Source: an optimization exercise on an open RTL-to-GDS flow (aim: small area, a short achievable clock period and few clock cycles). Production flows keep margins and buffers that such runs may drop.
The RTL was checked by simulation tests, not by an equivalence proof against the original design.

// fm_demod
module fm_demod (
    input  wire        clk,
    input  wire        rst,
    input  wire        cfg_valid,
    output wire        cfg_ready,
    input  wire [15:0] cfg_d,
    input  wire [15:0] cfg_alpha,
    input  wire        in_valid,
    output wire        in_ready,
    input  wire [7:0]  in_i,
    input  wire [7:0]  in_q,
    output reg         out_valid,
    output reg  [15:0] out_pcm
);
Settings: LEC_CHECK=0, CAP_MARGIN=20, CORE_MARGIN=2, CORE_UTILIZATION=40, SLEW_MARGIN=20; clock period 12.0 ns.
standard.sh (not shown) runs the stock make flow with config.mk's settings and CLKGATE_MAP_FILE= SYNTH_SCRIPT=/design/flow/synth_recipe.tcl, a recipe that flattens the netlist after the stock synthesis.
==> flow/flow/run.sh <==
#!/bin/bash
# The standard layout (the standard.sh: standard synthesis, floorplan,
# placement, CTS, routing), with ORFS's repair_timing asked to keep 8 ns of
# setup slack at the 12 ns clock, so that it sizes and buffers the paths down
# towards a 4 ns period instead of stopping once the 12 ns clock is met.
set -euo pipefail
export SETUP_SLACK_MARGIN=8
bash standard.sh finish > standard_make.log 2>&1
test -s out/final.def
Testbench counts at the start, summed over its fixed seeds: cycles 40,396.
Edit:
--- a/flow/design.v
+++ b/flow/design.v
@@ -13,13 +13,13 @@
     output reg  [15:0] out_pcm
 );
     localparam [15:0] REGMASK = 16'b1111111111111110;
     localparam integer NSTG = 15;       
     localparam integer DCYC = 8;        
     localparam integer FB   = 2;        
-    localparam integer FCYC = 8;        
+    localparam integer FCYC = 9;        
     localparam integer WGAP = (DCYC + 1 > FCYC + 1) ? DCYC + 1 : FCYC + 1;
     localparam integer PIPE = 5 + NSTG;             
     localparam integer BUSY = PIPE + 3;    
     localparam integer BCW  = (BUSY < 32) ? 5 : (BUSY < 64) ? 6 : 7;
     reg [15:0] alpha_c;     
     reg [15:0] dv;          
@@ -100,13 +100,15 @@
         l1   <= last_now;
         if (rst) v1 <= 1'b0;
         else     v1 <= acc_in;
     end
     wire signed [8:0] a1 = {~r1_i[7], r1_i[6:0], 1'b1};
     wire signed [8:0] b1 = {~r1_q[7], r1_q[6:0], 1'b1};
-    wire       prst = rst | cfg1;      
+    reg        rst1;
+    always @(posedge clk) rst1 <= rst;
+    wire       prst = rst1 | cfg1;
     wire [8:0] nc = prst ? 9'd255 : a1;
     wire [8:0] nd = prst ? 9'd0   : b1;
     wire [19:0] nc_e, nd_e;
     fm_booth9 enc_c (.y(nc), .e(nc_e));
     fm_booth9 enc_d (.y(nd), .e(nd_e));
     always @(posedge clk) begin
@@ -173,14 +175,14 @@
         else     v3 <= v2;
     end
     function integer WY;
         input integer i;
         begin
             if (i <= 1)       WY = 23;
-            else if (i >= 14) WY = 11;
-            else              WY = 25 - i;
+            else if (i >= 14) WY = 10;
+            else              WY = 24 - i;
         end
     endfunction
     wire [22*17-1:0] xs;
     wire [23*17-1:0] ys;
     wire [16*17-1:0] bs;      
     wire [6*17-1:0]  fl;      
@@ -427,45 +429,38 @@
         if (dstart) begin
             ddv  <= dv;
             dd3  <= d3;
             dal  <= alpha_c;
             dnew <= ypend;
             dneg <= sum[31];
+        end
+        if (dstart) begin
             drem <= mag[NQ+15:NQ];
             dquo <= mag[NQ-1:0];
-        end else if (dcnt != 4'd0) begin
+        end else begin
             drem <= nrem;
             dquo <= nquo;
         end
     end
     reg signed [23:0] yprev;
     reg signed [25:0] facc;
     reg signed [24:0] fdiff;
     reg [15:0]        fco;
     reg [3:0]         fcnt;
     reg               fdone, ovld;
     wire signed [15:0] avg = dneg ? -$signed({1'b0, dquo[14:0]}) : $signed({1'b0, dquo[14:0]});
     reg                fnew;
-    wire        yb0  = dnew | (fdone & fnew);
+    wire        yb0  = dnew;
     wire [26:0] ybse = yb0 ? 27'd0 : {{3{yprev[23]}}, yprev};
     wire [26:0] yadd = (fdone & !dnew) ? {facc[25], facc} : 27'd0;
     wire [26:0] diff27 = {{3{avg[15]}}, avg, 8'd0} - ybse - yadd;
     wire signed [24:0] diffc = diff27[24:0];
-    reg [29:0] cs_s, cs_c, pp;
-    reg [29:0] fsum;
-    integer j;
-    always @(*) begin
-        cs_s = {{4{facc[25]}}, facc};
-        cs_c = 30'd0;
-        for (j = 0; j < FB; j = j + 1) begin
-            pp   = fco[j] ? ({{5{fdiff[24]}}, fdiff} << j) : 30'd0;
-            {cs_s, cs_c} = {cs_s ^ cs_c ^ pp,
-                            ((cs_s & cs_c) | (cs_s & pp) | (cs_c & pp)) << 1};
-        end
-        fsum = cs_s + cs_c;
-    end
+    reg  [26:0] ppr;
+    wire [26:0] d27  = {{2{fdiff[24]}}, fdiff};
+    wire [26:0] ppc  = (fco[0] ? d27 : 27'd0) + (fco[1] ? {d27[25:0], 1'b0} : 27'd0);
+    wire [27:0] fsum = {{2{facc[25]}}, facc} + {ppr[26], ppr};
     always @(posedge clk) begin
         if (rst) begin
             fcnt  <= 4'd0;
             fdone <= 1'b0;
         end else begin
             fdone <= (fcnt == 4'd1);
@@ -473,30 +468,36 @@
                 fcnt <= FCYC;
             else if (fcnt != 4'd0)
                 fcnt <= fcnt - 4'd1;
         end
         if (ddone) begin
             fdiff <= diffc;
-            facc  <= {diffc[24], diffc};
-            fco   <= dal;
             fnew  <= dnew;
-        end else if (fcnt != 4'd0) begin
-            facc <= fsum[FB+25:FB];
-            fco  <= fco >> FB;
         end
+        if (ddone)
+            fco <= dal;
+        else
+            fco <= fco >> FB;
+        if (fcnt == FCYC)
+            facc <= {fdiff[24], fdiff};
+        else
+            facc <= fsum[27:2];
+        ppr <= ppc;
     end
     reg  [25:0] w;
     wire [30:0] yr = {yprev, 7'd0} + ~{{5{w[25]}}, w} + 31'd1;
     wire [16:0] yq = yr[30:14];
     wire [15:0] pcm = (yq[16] != yq[15]) ? (yq[16] ? 16'h8000 : 16'h7fff) : yq[15:0];
     reg         ovld2;
     always @(posedge clk) begin
         if (rst)
             yprev <= 24'sd0;
+        else if (fcnt == 4'd4 && fnew)
+            yprev <= 24'sd0;       
         else if (fdone)
-            yprev <= (fnew ? 24'sd0 : yprev) + facc[23:0];
+            yprev <= yprev + facc[23:0];
         if (rst) begin
             ovld      <= 1'b0;
             ovld2     <= 1'b0;
             out_valid <= 1'b0;
         end else begin
             ovld      <= fdone;
Outcome: The new run went through all stages and came out clean. Non-clock buffer count decreases by 29. Via count goes down by about 2.3%. Routed wire length drops by 3.7%. Fmax increases by 9.1%. Area after synthesis drops by about 2%. Core utilization grows by 0.15 points. Cell area falls by 1.8%. First-iteration DRC count fell by about 8%. Clock skew increases by 0.0081 ns.
Testbench counts after the change, summed over its fixed seeds: cycles 40,880.

* * *

Another version of the RTL of fm_demod (not shown whole).
For scale: roughly 1300 flip-flops, roughly 0.085 mm^2 of cells after synthesis.
clock: 12.0 ns
lec_check: 0
cap_margin: 20
core_margin: 2
core_utilization: 40
cts_cluster_diameter: 100
cts_cluster_size: 20
slew_margin: 20
Scripts as last shown in full above: flow/flow/run.sh
Testbench counts at the start, summed over its fixed seeds: cycles 40,880.
Next try:
--- a/flow/design.v
+++ b/flow/design.v
@@ -430,48 +430,55 @@
             drem <= nrem;
             dquo <= nquo;
         end
     end
     reg signed [23:0] yprev;
     reg signed [25:0] facc;
     reg signed [24:0] fdiff;
     reg [15:0]        fco;
     reg [3:0]         fcnt;
     reg               fdone, ovld;
     wire signed [15:0] avg = dneg ? -$signed({1'b0, dquo[14:0]}) : $signed({1'b0, dquo[14:0]});
+    reg signed [15:0] avgr;
+    reg               fld;
+    always @(posedge clk) begin
+        avgr <= avg;
+        if (rst) fld <= 1'b0;
+        else     fld <= ddone;
+    end
     reg                fnew;
     wire        yb0  = dnew;
     wire [26:0] ybse = yb0 ? 27'd0 : {{3{yprev[23]}}, yprev};
     wire [26:0] yadd = (fdone & !dnew) ? {facc[25], facc} : 27'd0;
-    wire [26:0] diff27 = {{3{avg[15]}}, avg, 8'd0} - ybse - yadd;
+    wire [26:0] diff27 = {{3{avgr[15]}}, avgr, 8'd0} - ybse - yadd;
     wire signed [24:0] diffc = diff27[24:0];
     reg  [26:0] ppr;
     wire [26:0] d27  = {{2{fdiff[24]}}, fdiff};
     wire [26:0] ppc  = (fco[0] ? d27 : 27'd0) + (fco[1] ? {d27[25:0], 1'b0} : 27'd0);
     wire [27:0] fsum = {{2{facc[25]}}, facc} + {ppr[26], ppr};
     always @(posedge clk) begin
         if (rst) begin
             fcnt  <= 4'd0;
             fdone <= 1'b0;
         end else begin
             fdone <= (fcnt == 4'd1);
-            if (ddone)
+            if (fld)
                 fcnt <= FCYC;
             else if (fcnt != 4'd0)
                 fcnt <= fcnt - 4'd1;
         end
-        if (ddone) begin
+        if (fld) begin
             fdiff <= diffc;
             fnew  <= dnew;
         end
-        if (ddone)
+        if (fld)
             fco <= dal;
         else
             fco <= fco >> FB;
         if (fcnt == FCYC)
             facc <= {fdiff[24], fdiff};
         else
             facc <= fsum[27:2];
         ppr <= ppc;
     end
     reg  [25:0] w;
     wire [30:0] yr = {yprev, 7'd0} + ~{{5{w[25]}}, w} + 31'd1;
The new run passed the timing, DRC and antenna checks.
Die area came out higher by 0.89%.
Synthesized area climbs by 0.90%.
Clock-buffer cell count went up by 5.
Routed wire length grows by 3.2%.
Fmax went up by 4.4%.
Core utilization stays flat.
Critical path depth went up by 3.
Hold slack barely changes.
Sequential cell count increases by 17.
Clock skew goes down by 0.0055 ns.
Final cell count grows by 1.4%.
Final area grows by 1.3%.
Testbench counts after the change, summed over its fixed seeds: cycles 40,888.

==> afterwards: timing with drivers on the ports <==
The flow's constraints put no driver on any port. The routed layouts listed below were extracted and timed again, unchanged, in two steps.
Step 1 sets driving cells, clkbuf_16 on the clock port and buf_2 on the other inputs (assumed; they add their load-dependent delay and slew).
Step 2 moves the port delays by t, midway between the first and last clock arrival at a register: inputs arrive t later, outputs are due t later. That takes back most of the time a late clock gives input paths.
Slacks: no drivers / after step 1 / after step 2; pairs: no drivers / after step 1.
run	t, ns	slack for setup (ns)	worst hold slack (ns)	clock arrival spread, ns	slew at the worst register clock pin (ns)
the first run of note 1	0.880	7.704 / 7.704 / 7.337	0.300 / 0.300 / 0.300	0.043 / 0.044	0.07 / 0.07
the second run of note 1	0.863	8.064 / 8.031 / 7.456	0.293 / 0.293 / 0.293	0.058 / 0.058	0.07 / 0.07
the first run of note 2	0.784	7.949 / 7.949 / 7.609	0.305 / 0.305 / 0.305	0.037 / 0.037	0.10 / 0.10
the second run of note 2	0.788	8.122 / 8.102 / 7.500	0.304 / 0.304 / 0.304	0.045 / 0.044	0.10 / 0.10
After both steps every run listed still meets setup and hold. For the second run of note 2, which loses most, drivers alone change the setup slack by -0.020 ns; drivers and shift together by -0.622 ns.
